Background: an optimization exercise with open tools, aiming at small area. Do not read the settings as production practice. The RTL was checked by simulation tests, not by an equivalence proof against the original design. Power and IR drop assume default switching activity.

[flow/design.v]
module dwin_rx_fifo #(
    parameter DEPTH = 32,
    parameter AW    = 5
) (
    input  wire          clk,
    input  wire          rst,
    input  wire          in_valid,
    input  wire [7:0]    in_data,
    input  wire [1:0]    pop,         
    input  wire          clear,       
    output wire [AW:0]   count,
    output wire [7:0]    head0,
    output wire [7:0]    head1
);
    reg [7:0]  mem [0:DEPTH-1];
    reg [AW-1:0] rd_ptr;
    reg [AW-1:0] wr_ptr;
    reg [AW:0]   cnt;
    wire push = in_valid && (cnt < DEPTH);
    assign count = cnt;
    assign head0 = mem[rd_ptr];
    assign head1 = mem[rd_ptr + 1'b1];
    always @(posedge clk) begin
        if (push)
            mem[wr_ptr] <= in_data;
    end
    always @(posedge clk) begin
        if (rst) begin
            rd_ptr <= {AW{1'b0}};
            wr_ptr <= {AW{1'b0}};
            cnt    <= {(AW+1){1'b0}};
        end else begin
            if (push)
                wr_ptr <= wr_ptr + 1'b1;
            if (clear) begin
                rd_ptr <= wr_ptr;
                cnt    <= push ? 1 : 0;
            end else begin
                rd_ptr <= rd_ptr + {{(AW-2){1'b0}}, pop};
                cnt    <= cnt - {{(AW-1){1'b0}}, pop} + {{AW{1'b0}}, push};
            end
        end
    end
endmodule
module dwin_engine #(
    parameter [31:0] FRAME_TIMEOUT = 32'd12,
    parameter [15:0] BUZZER_ADDR   = 16'h00A0
) (
    input  wire        clk,
    input  wire        rst,           
    input  wire        host_we,
    input  wire [9:0]  host_addr,
    input  wire [31:0] host_wdata,
    output reg  [31:0] host_rdata,
    output wire        busy,
    input  wire        tick,
    input  wire        rx_valid,
    input  wire [7:0]  rx_data,
    output wire        tx_valid,
    output reg  [7:0]  tx_data,
    input  wire        tx_ready,
    input  wire        tx_err         
);
    localparam TEXT_CAP = 64;         
    localparam TBUF_CAP = 32;         
    localparam RX_DEPTH = 32;         
    localparam [3:0] S_IDLE        = 4'd0,
                     S_ENC_TX      = 4'd1,
                     S_ENC_SYNC    = 4'd2,
                     S_ENC_ALL     = 4'd3,
                     S_PE_START    = 4'd4,
                     S_PE_COLLECT  = 4'd5,
                     S_RT_PREDRAIN = 4'd6,
                     S_RT_TX       = 4'd7,
                     S_RT_WAIT     = 4'd8,
                     S_RT_COPY     = 4'd9,
                     S_RT_FINAL    = 4'd10,
                     S_CODEC       = 4'd11;
    localparam [3:0] OP_WRITE_FLOAT  = 4'h1,
                     OP_WRITE_INT16  = 4'h2,
                     OP_WRITE_STRING = 4'h3,
                     OP_SET_BUZZER   = 4'h4,
                     OP_SWITCH_PAGE  = 4'h5,
                     OP_APPEND_CURVE = 4'h6,
                     OP_CLEAR_CURVE  = 4'h7,
                     OP_POLL_EVENT   = 4'h8,
                     OP_READ_TEXT    = 4'h9,
                     OP_MERGE_ADDR   = 4'hA,
                     OP_SPLIT_ADDR   = 4'hB;
    localparam [3:0] ST_OK              = 4'h0,
                     ST_NO_EVENT        = 4'h1,
                     ST_FRAME_TIMEOUT   = 4'h2,
                     ST_READ_TIMEOUT    = 4'h3,
                     ST_TRANSPORT_ERROR = 4'h4,
                     ST_TRUNCATED       = 4'h5,
                     ST_INVALID_ARG     = 4'h6,
                     ST_INVALID_OP      = 4'h7;
    localparam [1:0] L_IDLE    = 2'd0,
                     L_AWAIT   = 2'd1,
                     L_COLLECT = 2'd2;
    localparam [7:0] SYNC0 = 8'h5A,
                     SYNC1 = 8'hA5,
                     FILL  = 8'hFF;
    reg [3:0]  ctl;
    reg        ovr;
    reg [3:0]  code;
    reg [31:0] desc0, desc1, desc2;
    reg [7:0]  text_in [0:TEXT_CAP-1];
    reg [3:0]  op_op;
    reg [7:0]  op_len8;
    reg [15:0] op_addr;
    reg [31:0] op_arg;
    reg [7:0]  op_hi, op_lo, op_tlen;
    reg [7:0]  op_text [0:TEXT_CAP-1];
    reg        evt_valid;
    reg [7:0]  evt_start, evt_end, evt_data, evt_cmd, evt_len;
    reg [1:0]  lst_state;
    reg [7:0]  lst_n, lst_idx, lst_cmd, lst_start, lst_end, lst_data;
    reg [31:0] lst_elapsed;
    reg [7:0]  text_len;
    reg [7:0]  text_buf [0:TBUF_CAP-1];
    reg        rt_hdr;
    reg [1:0]  rt_disc;
    reg [7:0]  rt_reads;
    reg        rt_to;
    reg [31:0] rt_elapsed;
    reg        tx_fail, trunc;
    reg [15:0] merge_out;
    reg [7:0]  split_hi, split_lo;
    reg [7:0]  page_cache;
    reg [8:0]  tx_idx;                
    integer i;
    reg  [1:0] rx_pop;
    reg        rx_clear;
    wire [5:0] rx_count;
    wire [7:0] rx_h0, rx_h1;
    dwin_rx_fifo #(.DEPTH(RX_DEPTH), .AW(5)) u_rx (
        .clk(clk), .rst(rst),
        .in_valid(rx_valid), .in_data(rx_data),
        .pop(rx_pop), .clear(rx_clear),
        .count(rx_count),
        .head0(rx_h0), .head1(rx_h1)
    );
    wire rx_any = (rx_count != 6'd0);
    wire wr_desc0 = host_we && host_addr == 10'h020;
    wire wr_desc1 = host_we && host_addr == 10'h024;
    wire wr_desc2 = host_we && host_addr == 10'h028;
    wire wr_go    = host_we && host_addr == 10'h02C;
    wire wr_text  = host_we && host_addr[9:8] == 2'b10 && host_addr[7:0] < TEXT_CAP;
    assign busy = (ctl != S_IDLE);
    wire accept = wr_go && !busy;
    wire [7:0] m_len = op_len8;
    wire string_ok = (m_len <= 8'd252) && (m_len != 8'd87) && (m_len != 8'd162);
    reg [7:0] frame_len;              
    always @* begin
        case (op_op)
            OP_WRITE_FLOAT:  frame_len = 8'd7;
            OP_WRITE_INT16:  frame_len = 8'd5;
            OP_WRITE_STRING: frame_len = 8'd3 + m_len;
            OP_SET_BUZZER:   frame_len = 8'd5;
            OP_SWITCH_PAGE:  frame_len = 8'd7;
            OP_APPEND_CURVE: frame_len = 8'd11;
            OP_CLEAR_CURVE:  frame_len = 8'd5;
            default:         frame_len = 8'd4;     
        endcase
    end
    wire [8:0] body_idx = tx_idx - 9'd3;
    wire [8:0] str_pos  = tx_idx - 9'd6;
    wire [7:0] str_byte = (str_pos < {1'b0, op_tlen})
                          ? ((str_pos < TEXT_CAP) ? op_text[str_pos[5:0]] : 8'h00)
                          : FILL;
    reg [7:0] body_byte;
    always @* begin
        body_byte = 8'h00;
        case (op_op)
            OP_WRITE_FLOAT:
                case (body_idx)
                    9'd0: body_byte = 8'h82;
                    9'd1: body_byte = op_addr[15:8];
                    9'd2: body_byte = op_addr[7:0];
                    9'd3: body_byte = op_arg[15:8];
                    9'd4: body_byte = op_arg[7:0];
                    9'd5: body_byte = op_arg[31:24];
                    default: body_byte = op_arg[23:16];
                endcase
            OP_WRITE_INT16:
                case (body_idx)
                    9'd0: body_byte = 8'h82;
                    9'd1: body_byte = op_addr[15:8];
                    9'd2: body_byte = op_addr[7:0];
                    9'd3: body_byte = op_arg[15:8];
                    default: body_byte = op_arg[7:0];
                endcase
            OP_WRITE_STRING:
                case (body_idx)
                    9'd0: body_byte = 8'h82;
                    9'd1: body_byte = op_addr[15:8];
                    9'd2: body_byte = op_addr[7:0];
                    default: body_byte = str_byte;
                endcase
            OP_SET_BUZZER:
                case (body_idx)
                    9'd0: body_byte = 8'h82;
                    9'd1: body_byte = BUZZER_ADDR[15:8];
                    9'd2: body_byte = BUZZER_ADDR[7:0];
                    9'd3: body_byte = 8'h00;
                    default: body_byte = {7'd0, op_arg[0]};
                endcase
            OP_SWITCH_PAGE:
                case (body_idx)
                    9'd0: body_byte = 8'h82;
                    9'd1: body_byte = 8'h00;
                    9'd2: body_byte = 8'h84;
                    9'd3: body_byte = 8'h5A;
                    9'd4: body_byte = 8'h01;
                    9'd5: body_byte = 8'h00;
                    default: body_byte = op_arg[7:0];
                endcase
            OP_APPEND_CURVE:
                case (body_idx)
                    9'd0: body_byte = 8'h82;
                    9'd1: body_byte = 8'h03;
                    9'd2: body_byte = 8'h10;
                    9'd3: body_byte = 8'h5A;
                    9'd4: body_byte = 8'hA5;
                    9'd5: body_byte = 8'h01;
                    9'd6: body_byte = 8'h00;
                    9'd7: body_byte = op_arg[7:0];
                    9'd8: body_byte = 8'h01;
                    default: body_byte = 8'h00;
                endcase
            OP_CLEAR_CURVE:
                case (body_idx)
                    9'd0: body_byte = 8'h82;
                    9'd1: body_byte = 8'h03;
                    9'd2: body_byte = 8'h01;
                    default: body_byte = 8'h00;
                endcase
            default:                                   
                case (body_idx)
                    9'd0: body_byte = 8'h83;
                    9'd1: body_byte = op_addr[15:8];
                    9'd2: body_byte = op_addr[7:0];
                    default: body_byte = op_len8;
                endcase
        endcase
    end
    always @* begin
        case (tx_idx)
            9'd0:    tx_data = SYNC0;
            9'd1:    tx_data = SYNC1;
            9'd2:    tx_data = frame_len;
            default: tx_data = body_byte;
        endcase
    end
    assign tx_valid = (ctl == S_RT_TX) ||
                      (ctl == S_ENC_TX && !(op_op == OP_WRITE_STRING && !string_ok));
    wire tx_xfer = tx_valid && tx_ready;
    wire tx_last = (tx_idx == {1'b0, frame_len} + 9'd2);
    wire tx_fail_now = tx_fail || (tx_xfer && tx_err);
    wire [31:0] rt_t       = op_arg;
    wire        rt_expired = (rt_elapsed >= rt_t);
    wire        lst_expired = (lst_elapsed >= FRAME_TIMEOUT);
    wire [8:0]  rt_need    = {1'b0, op_len8} + 9'd2;
    wire [3:0]  enc_status = tx_fail ? ST_TRANSPORT_ERROR :
                             trunc   ? ST_TRUNCATED       : ST_OK;
    wire [3:0]  rd_status  = tx_fail ? ST_TRANSPORT_ERROR :
                             rt_to   ? ST_READ_TIMEOUT    : ST_OK;
    always @* begin
        rx_pop   = 2'd0;
        rx_clear = 1'b0;
        case (ctl)
            S_ENC_SYNC:
                if (rx_any && (rx_h0 == SYNC0 || rx_h0 == SYNC1))
                    rx_pop = 2'd1;
            S_ENC_ALL, S_RT_PREDRAIN, S_RT_FINAL:
                rx_clear = 1'b1;
            S_PE_START:
                if (lst_state == L_AWAIT && rx_any)
                    rx_pop = 2'd1;
            S_PE_COLLECT:
                if (lst_idx != lst_n && rx_any)
                    rx_pop = 2'd1;
            S_RT_WAIT:
                if (!rt_expired && !rt_hdr && rx_count >= 6'd3) begin
                    if (rx_h0 != SYNC0)
                        rx_pop = 2'd1;
                    else if (rx_h1 != SYNC1)
                        rx_pop = 2'd2;
                    else
                        rx_pop = 2'd3;
                end
            S_RT_COPY:
                if (rx_any)
                    rx_pop = 2'd1;
            default: ;
        endcase
    end
    wire [7:0] nidx = lst_idx + 8'd1;
    always @(posedge clk) begin
        if (rst) begin
            ctl <= S_IDLE;
            ovr <= 1'b0;
            code <= ST_OK;
            desc0 <= 32'd0; desc1 <= 32'd0; desc2 <= 32'd0;
            for (i = 0; i < TEXT_CAP; i = i + 1) begin
                text_in[i] <= 8'd0;
                op_text[i] <= 8'd0;
            end
            op_op <= 4'd0; op_len8 <= 8'd0; op_addr <= 16'd0; op_arg <= 32'd0;
            op_hi <= 8'd0; op_lo <= 8'd0; op_tlen <= 8'd0;
            evt_valid <= 1'b0;
            evt_start <= 8'd0; evt_end <= 8'd0; evt_data <= 8'd0;
            evt_cmd <= 8'd0; evt_len <= 8'd0;
            lst_state <= L_IDLE;
            lst_n <= 8'd0; lst_idx <= 8'd0; lst_cmd <= 8'd0;
            lst_start <= 8'd0; lst_end <= 8'd0; lst_data <= 8'd0;
            lst_elapsed <= 32'd0;
            text_len <= 8'd0;
            for (i = 0; i < TBUF_CAP; i = i + 1)
                text_buf[i] <= 8'd0;
            rt_hdr <= 1'b0; rt_disc <= 2'd0; rt_reads <= 8'd0; rt_to <= 1'b0;
            rt_elapsed <= 32'd0;
            tx_fail <= 1'b0; trunc <= 1'b0;
            merge_out <= 16'd0; split_hi <= 8'd0; split_lo <= 8'd0;
            page_cache <= 8'd0;
            tx_idx <= 9'd0;
        end else begin
            if (wr_desc0) desc0 <= host_wdata;
            if (wr_desc1) desc1 <= host_wdata;
            if (wr_desc2) desc2 <= host_wdata;
            if (wr_text)  text_in[host_addr[5:0]] <= host_wdata[7:0];
            if (tick && (ctl == S_RT_WAIT || ctl == S_RT_COPY) && rt_elapsed != 32'hFFFF_FFFF)
                rt_elapsed <= rt_elapsed + 32'd1;
            if (tick && lst_state == L_COLLECT && lst_elapsed != 32'hFFFF_FFFF)
                lst_elapsed <= lst_elapsed + 32'd1;
            if (wr_go && busy)
                ovr <= 1'b1;
            case (ctl)
                S_IDLE:
                    if (accept) begin
                        op_op   <= desc0[3:0];
                        op_len8 <= desc0[15:8];
                        op_addr <= desc0[31:16];
                        op_arg  <= desc1;
                        op_hi   <= desc2[7:0];
                        op_lo   <= desc2[15:8];
                        op_tlen <= desc2[23:16];
                        for (i = 0; i < TEXT_CAP; i = i + 1)
                            op_text[i] <= text_in[i];
                        ovr     <= 1'b0;
                        tx_fail <= 1'b0;
                        trunc   <= 1'b0;
                        tx_idx  <= 9'd0;
                        case (desc0[3:0])
                            OP_WRITE_FLOAT, OP_WRITE_INT16, OP_WRITE_STRING,
                            OP_SET_BUZZER, OP_SWITCH_PAGE, OP_APPEND_CURVE,
                            OP_CLEAR_CURVE:
                                ctl <= S_ENC_TX;
                            OP_POLL_EVENT: begin
                                ctl <= S_PE_START;
                                if (lst_state == L_IDLE)
                                    lst_state <= L_AWAIT;
                            end
                            OP_READ_TEXT: begin
                                ctl <= S_RT_PREDRAIN;
                                text_len   <= 8'd0;
                                rt_hdr     <= 1'b0;
                                rt_disc    <= 2'd0;
                                rt_reads   <= 8'd0;
                                rt_to      <= 1'b0;
                                rt_elapsed <= 32'd0;
                                if (lst_state == L_COLLECT) begin
                                    lst_state <= L_IDLE;
                                    lst_n <= 8'd0; lst_idx <= 8'd0; lst_cmd <= 8'd0;
                                    lst_start <= 8'd0; lst_end <= 8'd0; lst_data <= 8'd0;
                                    lst_elapsed <= 32'd0;
                                end
                            end
                            OP_MERGE_ADDR, OP_SPLIT_ADDR:
                                ctl <= S_CODEC;
                            default:
                                code <= ST_INVALID_OP;
                        endcase
                    end
                S_ENC_TX:
                    if (op_op == OP_WRITE_STRING && !string_ok) begin
                        code <= ST_INVALID_ARG;
                        ctl  <= S_IDLE;
                    end else if (tx_xfer) begin
                        tx_fail <= tx_fail_now;
                        tx_idx  <= tx_idx + 9'd1;
                        if (tx_last) begin
                            if (op_op == OP_WRITE_STRING)
                                trunc <= (op_tlen > op_len8);
                            ctl <= (op_op == OP_SWITCH_PAGE) ? S_ENC_ALL : S_ENC_SYNC;
                        end
                    end
                S_ENC_SYNC:
                    if (!(rx_any && (rx_h0 == SYNC0 || rx_h0 == SYNC1))) begin
                        code <= enc_status;
                        ctl  <= S_IDLE;
                    end
                S_ENC_ALL: begin
                    page_cache <= op_arg[7:0];
                    code <= enc_status;
                    ctl  <= S_IDLE;
                end
                S_PE_START:
                    if (lst_state == L_AWAIT) begin
                        if (!rx_any || rx_h0 == SYNC0 || rx_h0 == SYNC1 || rx_h0 == 8'h00) begin
                            lst_state <= L_IDLE;
                            evt_valid <= 1'b0;
                            evt_cmd <= 8'd0; evt_start <= 8'd0; evt_end <= 8'd0;
                            evt_data <= 8'd0; evt_len <= 8'd0;
                            code <= ST_NO_EVENT;
                            ctl  <= S_IDLE;
                        end else begin
                            lst_n <= rx_h0;
                            lst_idx <= 8'd0;
                            lst_cmd <= 8'd0; lst_start <= 8'd0; lst_end <= 8'd0;
                            lst_data <= 8'd0;
                            lst_elapsed <= 32'd0;
                            lst_state <= L_COLLECT;
                            ctl <= S_PE_COLLECT;
                        end
                    end else begin
                        ctl <= S_PE_COLLECT;
                    end
                S_PE_COLLECT:
                    if (lst_idx == lst_n) begin
                        evt_valid <= 1'b1;
                        evt_cmd   <= lst_cmd;
                        evt_start <= lst_start;
                        evt_end   <= lst_end;
                        evt_data  <= lst_data;
                        evt_len   <= lst_n;
                        lst_state <= L_IDLE;
                        code <= ST_OK;
                        ctl  <= S_IDLE;
                    end else if (rx_any) begin
                        lst_idx <= nidx;
                        if (nidx == 8'd1) lst_cmd   <= rx_h0;
                        if (nidx == 8'd2) lst_start <= rx_h0;
                        if (nidx == 8'd3) lst_end   <= rx_h0;
                        if (nidx == lst_n) lst_data <= rx_h0;
                    end else begin
                        evt_valid <= 1'b0;
                        evt_cmd <= 8'd0; evt_start <= 8'd0; evt_end <= 8'd0;
                        evt_data <= 8'd0; evt_len <= 8'd0;
                        if (lst_expired) begin
                            lst_state <= L_IDLE;
                            lst_n <= 8'd0; lst_idx <= 8'd0; lst_cmd <= 8'd0;
                            lst_start <= 8'd0; lst_end <= 8'd0; lst_data <= 8'd0;
                            lst_elapsed <= 32'd0;
                            code <= ST_FRAME_TIMEOUT;
                        end else begin
                            code <= ST_NO_EVENT;
                        end
                        ctl <= S_IDLE;
                    end
                S_RT_PREDRAIN:
                    ctl <= S_RT_TX;
                S_RT_TX:
                    if (tx_xfer) begin
                        tx_fail <= tx_fail_now;
                        tx_idx  <= tx_idx + 9'd1;
                        if (tx_last) begin
                            rt_elapsed <= 32'd0;
                            ctl <= tx_fail_now ? S_RT_FINAL : S_RT_WAIT;
                        end
                    end
                S_RT_WAIT:
                    if (rt_expired) begin
                        rt_to <= 1'b1;
                        ctl   <= S_RT_FINAL;
                    end else if (!rt_hdr) begin
                        if (rx_count >= 6'd3 && rx_h0 == SYNC0 && rx_h1 == SYNC1)
                            rt_hdr <= 1'b1;
                    end else if ({3'd0, rx_count} >= rt_need) begin
                        ctl <= S_RT_COPY;
                    end
                S_RT_COPY:
                    if (rx_any) begin
                        if (rt_disc != 2'd3) begin
                            rt_disc <= rt_disc + 2'd1;
                            if (rt_disc == 2'd2 && op_len8 == 8'd0)
                                ctl <= S_RT_FINAL;
                        end else begin
                            rt_reads <= rt_reads + 8'd1;
                            if (rx_h0 == FILL) begin
                                ctl <= S_RT_FINAL;
                            end else begin
                                if (text_len < TBUF_CAP)
                                    text_buf[text_len[4:0]] <= rx_h0;
                                text_len <= text_len + 8'd1;
                                if (rt_reads + 8'd1 == op_len8)
                                    ctl <= S_RT_FINAL;
                            end
                        end
                    end else if (rt_expired) begin
                        rt_to <= 1'b1;
                        ctl   <= S_RT_FINAL;
                    end
                S_RT_FINAL: begin
                    code <= rd_status;
                    ctl  <= S_IDLE;
                end
                S_CODEC: begin
                    if (op_op == OP_MERGE_ADDR)
                        merge_out <= {op_hi, op_lo};
                    else begin
                        split_hi <= op_addr[15:8];
                        split_lo <= op_addr[7:0];
                    end
                    code <= ST_OK;
                    ctl  <= S_IDLE;
                end
                default:
                    ctl <= S_IDLE;
            endcase
        end
    end
    always @* begin
        host_rdata = 32'd0;
        case (host_addr)
            10'h000: host_rdata = {22'd0, lst_state, code, 2'b00, ovr, busy};
            10'h004: host_rdata = {8'd0, evt_len, evt_cmd, 7'd0, evt_valid};
            10'h008: host_rdata = {8'd0, evt_data, evt_end, evt_start};
            10'h00C: host_rdata = {split_lo, split_hi, merge_out};
            10'h010: host_rdata = {16'd0, text_len, page_cache};
            10'h020: host_rdata = desc0;
            10'h024: host_rdata = desc1;
            10'h028: host_rdata = desc2;
            default: begin
                if (host_addr[9:8] == 2'b01 && host_addr[7:0] < TBUF_CAP)
                    host_rdata = {24'd0, text_buf[host_addr[4:0]]};
                else if (host_addr[9:8] == 2'b10 && host_addr[7:0] < TEXT_CAP)
                    host_rdata = {24'd0, text_in[host_addr[5:0]]};
            end
        endcase
    end
endmodule
[flow/config.mk]
export PLATFORM = sky130hd
export DESIGN_NAME = dwin_engine
export DESIGN_NICKNAME = dwin_engine
export VERILOG_FILES = /design/flow/design.v
export SDC_FILE = /design/flow/constraint.sdc
export NUM_CORES = 4
export LEC_CHECK = 0
export CAP_MARGIN = 20
export CORE_MARGIN = 2
export CORE_UTILIZATION = 35
export PLACE_DENSITY = 0.5
export SLEW_MARGIN = 20
[flow/run.sh]
#!/bin/bash
# synth_recipe.tcl (not shown) runs the flow's synth.tcl, then flattens the netlist and writes it again
# the make line also repeats each setting of config.mk as NAME=value (left out here)
make -C /OpenROAD-flow-scripts/flow DESIGN_CONFIG=/design/flow/config.mk WORK_HOME=/design/flow/orfs CLKGATE_MAP_FILE= SYNTH_SCRIPT=/design/flow/synth_recipe.tcl finish
[flow/constraint.sdc]
create_clock -name core_clock -period 12.0 [get_ports {clk}]
set_input_delay 2.4000 -clock core_clock [delete_from_list [all_inputs] [get_ports {clk}]]
set_output_delay 2.4000 -clock core_clock [all_outputs]
set_load 0.01 [all_outputs]
==> impl_metrics.yaml <==
sta:
  min_period_over_period_pct: 82.1
  period_minus_slack_ns: 9.86
  setup_violations: 0
  worstMarginPinSlew_ns: 1.22
  hold_viol: 0
  fmax_ghz: 0.101
  fin_setup_tns_ns: 0
  max_slew_margin_pct: 18.4
  drv_slew: 0
  fin_ws_ns: 2.14
  rsz0062_at_grt: "no"
  finalClockSkew_ns: 0.0856
  timing.hold.ws_ns: 0.451
logic_synthesis:
  synth_cells: 8973
  synth_fp_nets: 9130
  ys_warn_count: 3
  synth_top_area_share_pct: 34.8
  synthTopCellsByArea: "edfxtp_1, dfxtp_1, nand2_1"
  avgSynthCellArea_sq_um: 9.84
  synth_cell_type_count: 103
  synthFlopType: "edfxtp_1"
  synth_async_sr_flop_share_pct: 0
  synth.cell_area_sq_um: 88300
  ys_ff_latch: 1966
  yosys.area.top_type: "edfxtp_1"
  yosysSeqAreaShare_pct: 56.2
  synth-edff-count: 1024
finish:
  drive_above_1_share_pct: 7.66
  final_nets: 8913
  layout_commonest_cell: "nand2_1"
  fillers: 24682
  design_area_sq_um: 99300
  layout_common_cells: "nand2_1, edfxtp_1, dfxtp_1, a21oi_1, nor2_1"
  fin_util_pct: 39.5
  syn2layout_area_growth_pct: 12.4
routing:
  first_pass_iters: 7
  drt-total-wl_microns: 351000
  drt_iter0_drc: 9436
  wire_per_inst_microns: 28.5
  viasPerCell: 5.81
  vias: 71397
  ant_nets: 0
  route.detailed.drc: 0
die:
  rows: 184
  chipHeight_microns: 506
  io_pins: 99
  core_area_sq_um: 251000
  fp.dieW_microns: 506
  die-area_sq_um: 256000
  initial_core_util_pct: 35.2
hold_path:
  holdPathEnd: "op_text[54][2]"
  whs_path_depth: 2
  hold_start: "op_text[54][2]"
  min-delay-path-class: "reg2reg"
worst_setup_path:
  slowest_delay_ns: 0.87
  path_max_fanout: 36
  start_kind: "input pin"
  ff2ff_setup_slack_ns: 6.28
  worst-path-buf-inv: 3
  slowest_stage: "nor4_1"
  arrival_ns: 7.46
  rr_startpoint: "u_rx.rd_ptr[1]"
  r2r-end: "u_rx.cnt[4]"
  r2r_cells: 20
  crit_chain: "buf_2 > nor2_1 > and2_4 > buf_12 > a22o_1 > a221oi_1 > a31oi_1 > nor4_1 > nand3_1 > a22oi_1 > a21oi_1 > clkdlybuf4s50_1"
  end_kind: "output pin"
  critPathRequiredTime_ns: 9.60
  path_class: "in2out"
  startpoint: "host_addr[2]"
  crit_family: "simple AND/OR/NAND/NOR gates"
clock_tree:
  cts_tree: "built"
  clock_path_buffers: 3
  postCtsSetupBuffers: 0
  cts_resized: 0
  numCtsBuffers: 211
  clock-sinks: 1966
  cts-root-buf: "clkbuf_16"
  clkTransAtPathRegs_ns: 0.06
  hold_buffers: 0
  clk_latency_ns: 0.88
  cts.htree.levels: 4
placed_design:
  dp_hpwl_microns: 238000
  placed_area_sq_um: 92200
  gp_congestion: 0.961
  preCtsSetupSlack_ns: 2.33
  portBuffers: 98
grt:
  grt_usage_pct: 26.4
  grt-ovfl-total: 0
  grt_max_degree: 208
  grt_pass1_wl_microns: 498000
  antenna_found_initial: 18
  grt_pass1_vias: 67652
power_and_ir_drop:
  leakage_nw: 32.1
  power_density_nw_per_um2: 149
  irDropWorstVdd_mv: 0.150
job:
  cap_violations: 0
status:
  status: "timing/DRC/antenna clean"
-- layer usage --
layer	up-vias	track usage [%]	routed length, microns
li1	31658	-	-
met1	35619	36.5	148000
met2	3426	40.7	157000
met3	680	4.75	30700
met4	14	10.8	15600
met5	-	0	89
-- cells in the mapped netlist (24+ instances only) --
| cell type | number |
|---|---|
| buf_2 | 44 |
| nor4bb_1 | 25 |
| nand2b_1 | 76 |
| a221oi_1 | 72 |
| a222oi_1 | 60 |
| inv_1 | 96 |
| nor4_1 | 35 |
| a21oi_1 | 863 |
| xor2_1 | 71 |
| nand3_1 | 184 |
| clkbuf_1 | 570 |
| a31oi_1 | 81 |
| nand2_1 | 1696 |
| nor2_1 | 698 |
| xnor2_1 | 70 |
| nor3_1 | 57 |
| a22o_1 | 130 |
| a22oi_1 | 492 |
| nand3b_1 | 24 |
| and3_1 | 49 |
| o21ai_0 | 124 |
| or2_2 | 76 |
| and2_1 | 532 |
| ha_1 | 98 |
| edfxtp_1 | 1024 |
| mux2i_1 | 208 |
| buf_1 | 47 |
| nor2b_1 | 30 |
| nand4_1 | 95 |
| dfxtp_1 | 942 |
-- metrics by stage --
stage / power (mW) / cells
after detailed placement: 8.24 / 11888
after global placement: 8.24 / 11887
after CTS: 14.8 / 12285
after floorplan: 7.82 / 8973
final: 14.7 / 12299
after global routing: 15.1 / 12289
-- how the worst max path moves through the flow --
stage / end / cells past startpoint
after floorplan: host_rdata[3] / 12
after global placement: host_rdata[5] / 11
after detailed placement: host_rdata[7] / 11
after CTS: host_rdata[3] / 12
after global routing: host_rdata[4] / 12
final: host_rdata[3] / 12
-- logic make-up (layout without fill, tap and decap cells) --
group | count (synthesis) | count (layout) | share of synthesized area [%]
buffers and inverters | 783 | 750 | 3.57
AO/OA/AOI/OAI | 2058 | 2058 | 15.2
flip-flops | 1966 | 1966 | 56.2
multiplexers | 233 | 233 | 2.70
AND/OR/NAND/NOR | 3691 | 3691 | 19.5
XOR/XNOR | 142 | 142 | 1.42
adder cells (fa/ha/maj) | 100 | 100 | 1.43
other | 0 | 11 | 0
-- flip-flops by register name, summed over array words and instances (netlist names), 9 cells and up, named ones only --
signal,count
rt_elapsed,32
op_text,512
desc1,32
op_addr,16
desc0,32
merge_out,16
text_buf,256
desc2,32
tx_idx,9
op_arg,32
u_rx.mem,256
text_in,512
lst_elapsed,32
-- worst reg2reg max path, cell delays in order, from the launching register on --
cell	delay [ns]
dfxtp_4	0.51
buf_4	0.88
mux2i_1	0.26
a22oi_1	0.35
nand3_1	0.23
and4_2	0.30
buf_4	0.29
nor4_4	0.51
nand2_1	0.17
a21oi_1	0.26
o22ai_1	0.11
o21ai_0	0.24
ha_1	0.20
inv_1	0.04
ha_1	0.21
fa_1	0.48
a21oi_1	0.19
nor2_1	0.05
nor2_1	0.12
xor2_1	0.16
nor2_1	0.06
-- cell type report --
class	instances	area, sq um	area share, %
Sequential cell	1966	49600	50.0
Multi-Input combinational cell	6224	35800	36.1
Clock buffer	317	6070	6.12
Tap cell	3348	4190	4.22
Timing Repair Buffer	256	2250	2.27
Clock inverter	80	926	0.933
Inverter	97	364	0.367
Antenna cell	11	27.5	0.0277
-- power by group --
part           switching, mW  total [mW]  internal (mW)
sequential             0.163        7.38           7.22
clock                   2.88        6.63           3.75
combinational          0.556       0.737          0.180
total                   3.60        14.7           11.1

[static timing again, ports no longer ideal]
No port has a modelled driver above. Below, the same layout with a new extraction and two added sets of constraints.
Step 1, drivers: a clkbuf_16 drives clk and a buf_2 each remaining input, both assumed.
Step 2 times the ports against the registers' clock, not the clock port: input delays grow and output delays shrink by t, the midpoint of the rising clock arrivals with the driver on.
Three values: ideal, step 1, step 2; two values: the first two.
t, ns: 0.934
setup WS [ns]: 2.142 / 2.087 / 2.087
worst setup path after step 2: input to output
slew at the worst register clock pin (ns): 0.07 / 0.07
After both steps setup and hold are still met in this run. The setup slack of this run moves by -0.055 ns with the drivers and by -0.055 ns with both steps.
